Background: an optimization exercise with open tools, aiming at small area. Do not read the settings as production practice.
Function was checked by simulation only, so behaviour that the tests miss may differ from the original.
Power and IR drop assume default switching activity.

// l2c_rx8
module l2c_rx8 (
    input  wire       clk,
    input  wire       rst,
    input  wire       rx_valid,
    input  wire [2:0] rx_ch,
    input  wire       rx_level,
    output wire       rep_byte_valid,
    output wire [7:0] rep_byte,
    output wire       rep_end_valid,
    output wire       rep_end_ok,
    output wire [2:0] rep_ch
);
    localparam integer NCH = 8;
    reg  [NCH-1:0] q_sel;       
    reg            q_level;
    always @(posedge clk) begin
        if (rst)
            q_sel <= {NCH{1'b0}};
        else
            q_sel <= {{(NCH-1){1'b0}}, rx_valid} << rx_ch;
        q_level <= rx_level;
    end
    wire q_valid = |q_sel;
    reg        s_lvl  [0:NCH-1];
    reg [2:0]  s_ones [0:NCH-1];
    reg [7:0]  s_sh   [0:NCH-1];
    reg [10:0] s_bc   [0:NCH-1];
    reg [15:0] s_crc  [0:NCH-1];
    reg         r_lvl;
    reg  [2:0]  r_ones;
    reg  [7:0]  r_sh;
    reg  [10:0] r_bc;
    reg  [15:0] r_crc;
    reg  [2:0]  r_ch;
    integer k;
    always @(*) begin
        r_lvl  = 1'b0;
        r_ones = 3'd0;
        r_sh   = 8'h00;
        r_bc   = 11'd0;
        r_crc  = 16'h0000;
        r_ch   = 3'd0;
        for (k = 0; k < NCH; k = k + 1) begin
            r_lvl  = r_lvl  | (s_lvl[k]  & q_sel[k]);
            r_ones = r_ones | (s_ones[k] & {3{q_sel[k]}});
            r_sh   = r_sh   | (s_sh[k]   & {8{q_sel[k]}});
            r_bc   = r_bc   | (s_bc[k]   & {11{q_sel[k]}});
            r_crc  = r_crc  | (s_crc[k]  & {16{q_sel[k]}});
            r_ch   = r_ch   | (k[2:0]    & {3{q_sel[k]}});
        end
    end
    wire        d      = (q_level == r_lvl);            
    wire        in_a   = |r_sh;                         
    wire        in_b   = !in_a && |r_bc[6:0];           
    wire        sync   = in_a || |r_bc[6:0];
    wire        ones5  = (r_ones == 3'd5);
    wire        ones6  = (r_ones == 3'd6);
    wire        abort  = d && r_ones[2] && r_ones[1];   
    wire        flag   = !d && ones6;
    wire        app    = sync && !abort && !flag && !ones5;
    wire        bytec  = app && r_sh[0];                
    wire        have   = |r_bc;                         
  ...
For scale: about 660 cells after synthesis, about 320 flip-flops, roughly 0.012 mm² of cells after synthesis.
Settings: LEC_CHECK=0, CAP_MARGIN=0, CORE_MARGIN=2, CORE_UTILIZATION=60, PLACE_DENSITY=0.75, SLEW_MARGIN=0; clock period 6.0 ns.
standard.sh (not shown) runs the stock make flow with config.mk's settings and CLKGATE_MAP_FILE= SYNTH_SCRIPT=/design/flow/synth_recipe.tcl, a recipe that flattens the netlist after the stock synthesis.
==> flow/flow/run.sh <==
#!/bin/bash
# Layout flow: the standard flow (standard.sh) with these changes:
#  - synthesis maps the logic with ABC's area mapper (flow/synth.tcl,
#    flow/abc_area.script); registers are mapped exactly as in the standard
#    synthesis;
#  - port buffers use the smallest buffer cell;
#  - drivers of large loads get drive strength 4 before placement
#    (flow/pre_gp.tcl);
#  - CTS uses clkbuf_4 cells in small clusters and adds no dummy loads.
# Each step's full output is in orfs/logs/; make's output is in flow.log.
set -euo pipefail
here=$(pwd)
export MY_ABC_SCRIPT=$here/flow/abc_area.script
export PRE_GLOBAL_PLACE_TCL=$here/flow/pre_gp.tcl
export BUFFER_PORTS_ARGS="-buffer_cell sky130_fd_sc_hd__buf_1"
export CTS_ARGS="-sink_clustering_enable -repair_clock_nets -dont_use_dummy_load -buf_list sky130_fd_sc_hd__clkbuf_4 -sink_clustering_size 10 -sink_clustering_max_diameter 40"
sed "s#SYNTH_SCRIPT=[^ ]*#SYNTH_SCRIPT=$here/flow/synth.tcl#" standard.sh > own_standard.sh
grep -q "SYNTH_SCRIPT=$here/flow/synth.tcl" own_standard.sh
bash own_standard.sh finish > flow.log 2>&1
==> flow/flow/abc_area.script <==
strash
dc2
dc2
dch -f
amap -A 8 -F 2
==> flow/flow/pre_gp.tcl <==
# Before global placement: give each driver of a large load (12 or more
# input pins) the _4 drive strength of its cell, so that timing-driven
# placement does not add a buffer after it.
set upsized 0
foreach inst [get_cells *] {
  set cell [get_property $inst ref_name]
  if {![regexp {^(sky130_fd_sc_hd__[a-z0-9]+)_([0-9]+)$} $cell -> base drive]} { continue }
  if {$drive >= 4} { continue }
  if {[string match *buf* $base] || [string match *inv* $base]} { continue }
  set big 0
  foreach opin [get_pins -of_objects $inst -filter "direction==output"] {
    set net [get_nets -of_objects $opin]
    if {$net eq ""} { continue }
    set n [llength [get_pins -of_objects $net -filter "direction==input"]]
    if {$n >= 12} { set big 1 }
  }
  if {!$big} { continue }
  set lc [get_lib_cells -quiet ${base}_4]
  if {$lc eq ""} { puts "pre_gp: no ${base}_4 for [get_full_name $inst]"; continue }
  puts "pre_gp: [get_full_name $inst] $cell -> ${base}_4"
  replace_cell $inst $lc
  incr upsized
}
puts "pre_gp: upsized $upsized drivers"
Other scripts of this flow, unchanged in this note and not shown: flow/flow/synth.tcl
Change:
--- a/flow/flow/run.sh
+++ b/flow/flow/run.sh
@@ -5,6 +5,4 @@
 #    synthesis;
 #  - port buffers use the smallest buffer cell;
-#  - drivers of large loads get drive strength 4 before placement
-#    (flow/pre_gp.tcl);
 #  - CTS uses clkbuf_4 cells in small clusters and adds no dummy loads.
 # Each step's full output is in orfs/logs/; make's output is in flow.log.
@@ -12,5 +10,4 @@
 here=$(pwd)
 export MY_ABC_SCRIPT=$here/flow/abc_area.script
-export PRE_GLOBAL_PLACE_TCL=$here/flow/pre_gp.tcl
 export BUFFER_PORTS_ARGS="-buffer_cell sky130_fd_sc_hd__buf_1"
 export CTS_ARGS="-sink_clustering_enable -repair_clock_nets -dont_use_dummy_load -buf_list sky130_fd_sc_hd__clkbuf_4 -sink_clustering_size 10 -sink_clustering_max_diameter 40"
==> flow/flow/abc_area.script (replaced) <==
strash
dc2
dc2
dch -f
amap -A 8 -F 2
topo
stime -c
buffer -c
upsize -c
dnsize -c
--- a/flow/config.mk
+++ b/flow/config.mk
@@ -8,5 +8,4 @@
 export CAP_MARGIN = 0
 export CORE_MARGIN = 2
-export CORE_UTILIZATION = 60
-export PLACE_DENSITY = 0.75
+export CORE_UTILIZATION = 40
 export SLEW_MARGIN = 0
removed: flow/flow/pre_gp.tcl
Effect:
- The changed run finished clean
- setup slack improves by 0.34 ns
- core utilization falls by 22 points
- worst hold slack improves by 0.0082 ns
- total power rises by 0.68%
- synthesized area rises by 1.8%
- wire length rises by 3.6%
- non-clock buffer count rises by 19
- register-to-register slack improves by 0.44 ns
- clock skew falls by 0.025 ns
Change:
--- a/flow/flow/run.sh
+++ b/flow/flow/run.sh
@@ -5,4 +5,6 @@
 #    synthesis;
 #  - port buffers use the smallest buffer cell;
+#  - drivers of large loads get drive strength 4 before placement
+#    (flow/pre_gp.tcl);
 #  - CTS uses clkbuf_4 cells in small clusters and adds no dummy loads.
 # Each step's full output is in orfs/logs/; make's output is in flow.log.
@@ -10,6 +12,7 @@
 here=$(pwd)
 export MY_ABC_SCRIPT=$here/flow/abc_area.script
+export PRE_GLOBAL_PLACE_TCL=$here/flow/pre_gp.tcl
 export BUFFER_PORTS_ARGS="-buffer_cell sky130_fd_sc_hd__buf_1"
-export CTS_ARGS="-sink_clustering_enable -repair_clock_nets -dont_use_dummy_load -buf_list sky130_fd_sc_hd__clkbuf_4 -sink_clustering_size 10 -sink_clustering_max_diameter 40"
+export CTS_ARGS="-sink_clustering_enable -repair_clock_nets -dont_use_dummy_load -buf_list sky130_fd_sc_hd__clkbuf_4 -sink_clustering_size 10 -sink_clustering_max_diameter 55"
 sed "s#SYNTH_SCRIPT=[^ ]*#SYNTH_SCRIPT=$here/flow/synth.tcl#" standard.sh > own_standard.sh
 grep -q "SYNTH_SCRIPT=$here/flow/synth.tcl" own_standard.sh
==> flow/flow/abc_area.script (replaced) <==
strash
dc2
dc2
dch -f
amap -A 8 -F 2
==> flow/flow/pre_gp.tcl (new file) <==
# Before global placement: give each driver of a large load (12 or more
# input pins) the _4 drive strength of its cell, so that timing-driven
# placement does not add a buffer after it.
set upsized 0
foreach inst [get_cells *] {
  set cell [get_property $inst ref_name]
  if {![regexp {^(sky130_fd_sc_hd__[a-z0-9]+)_([0-9]+)$} $cell -> base drive]} { continue }
  if {$drive >= 4} { continue }
  if {[string match *buf* $base] || [string match *inv* $base]} { continue }
  set big 0
  foreach opin [get_pins -of_objects $inst -filter "direction==output"] {
    set net [get_nets -of_objects $opin]
    if {$net eq ""} { continue }
    set n [llength [get_pins -of_objects $net -filter "direction==input"]]
    if {$n >= 12} { set big 1 }
  }
  if {!$big} { continue }
  set lc [get_lib_cells -quiet ${base}_4]
  if {$lc eq ""} { puts "pre_gp: no ${base}_4 for [get_full_name $inst]"; continue }
  puts "pre_gp: [get_full_name $inst] $cell -> ${base}_4"
  replace_cell $inst $lc
  incr upsized
}
puts "pre_gp: upsized $upsized drivers"
--- a/flow/config.mk
+++ b/flow/config.mk
@@ -8,4 +8,5 @@
 export CAP_MARGIN = 0
 export CORE_MARGIN = 2
-export CORE_UTILIZATION = 40
+export CORE_UTILIZATION = 50
+export PLACE_DENSITY = 0.7
 export SLEW_MARGIN = 0
Result:
- cell count came out lower by 8.3%
- non-clock buffer count came out lower by 19
- worst setup slack gets worse by 0.26 ns
- sequential share of layout area came out higher by 1.4 points
- die area came out lower by 21%
- utilization came out higher by 11 points
Change:
--- a/flow/config.mk
+++ b/flow/config.mk
@@ -8,5 +8,4 @@
 export CAP_MARGIN = 0
 export CORE_MARGIN = 2
-export CORE_UTILIZATION = 50
-export PLACE_DENSITY = 0.7
+export CORE_UTILIZATION = 40
 export SLEW_MARGIN = 0
The changed run finished clean.
Clock power increases slightly.
Sequential power barely changes.
Power increases slightly.
Synthesized area is unchanged.
Setup slack degrades by 0.20 ns.
Clock skew increases by 0.026 ns.
Combinational power increases by a few percent.
Cell area increases slightly.
Core utilization decreases by 10 points.
Die area increases by a quarter to a third.
Routed wire length increases by a few percent.

## re-timing with driven ports
The results above use ideal ports. As a check the final layouts listed here were re-extracted and re-timed, cells and wires unchanged. Step 1 assumes that a clkbuf_16 drives the clock port and a buf_2 every other input. Step 2 times the ports against the registers' clock, not the clock port: input delays grow and output delays shrink by t, the midpoint of the rising clock arrivals with the driver on. Slacks: ideal ports / drivers / drivers and shift; pairs: ideal ports / drivers.
run	t (ns)	setup slack, ns	hold WS [ns]	clock arrival spread, ns	worst data-port slew with drivers (ns)
the first run	0.666	0.449 / 0.408 / 1.041	0.628 / 0.611 / 0.725	0.073 / 0.073	0.04
the second run	0.676	0.790 / 0.746 / 1.422	0.636 / 0.615 / 0.759	0.048 / 0.048	0.04
the third run	0.676	0.531 / 0.490 / 1.099	0.629 / 0.617 / 0.714	0.066 / 0.067	0.03
the fourth run	0.660	0.327 / 0.288 / 0.948	0.630 / 0.615 / 0.753	0.092 / 0.092	0.03
After both steps every run listed still meets setup and hold.
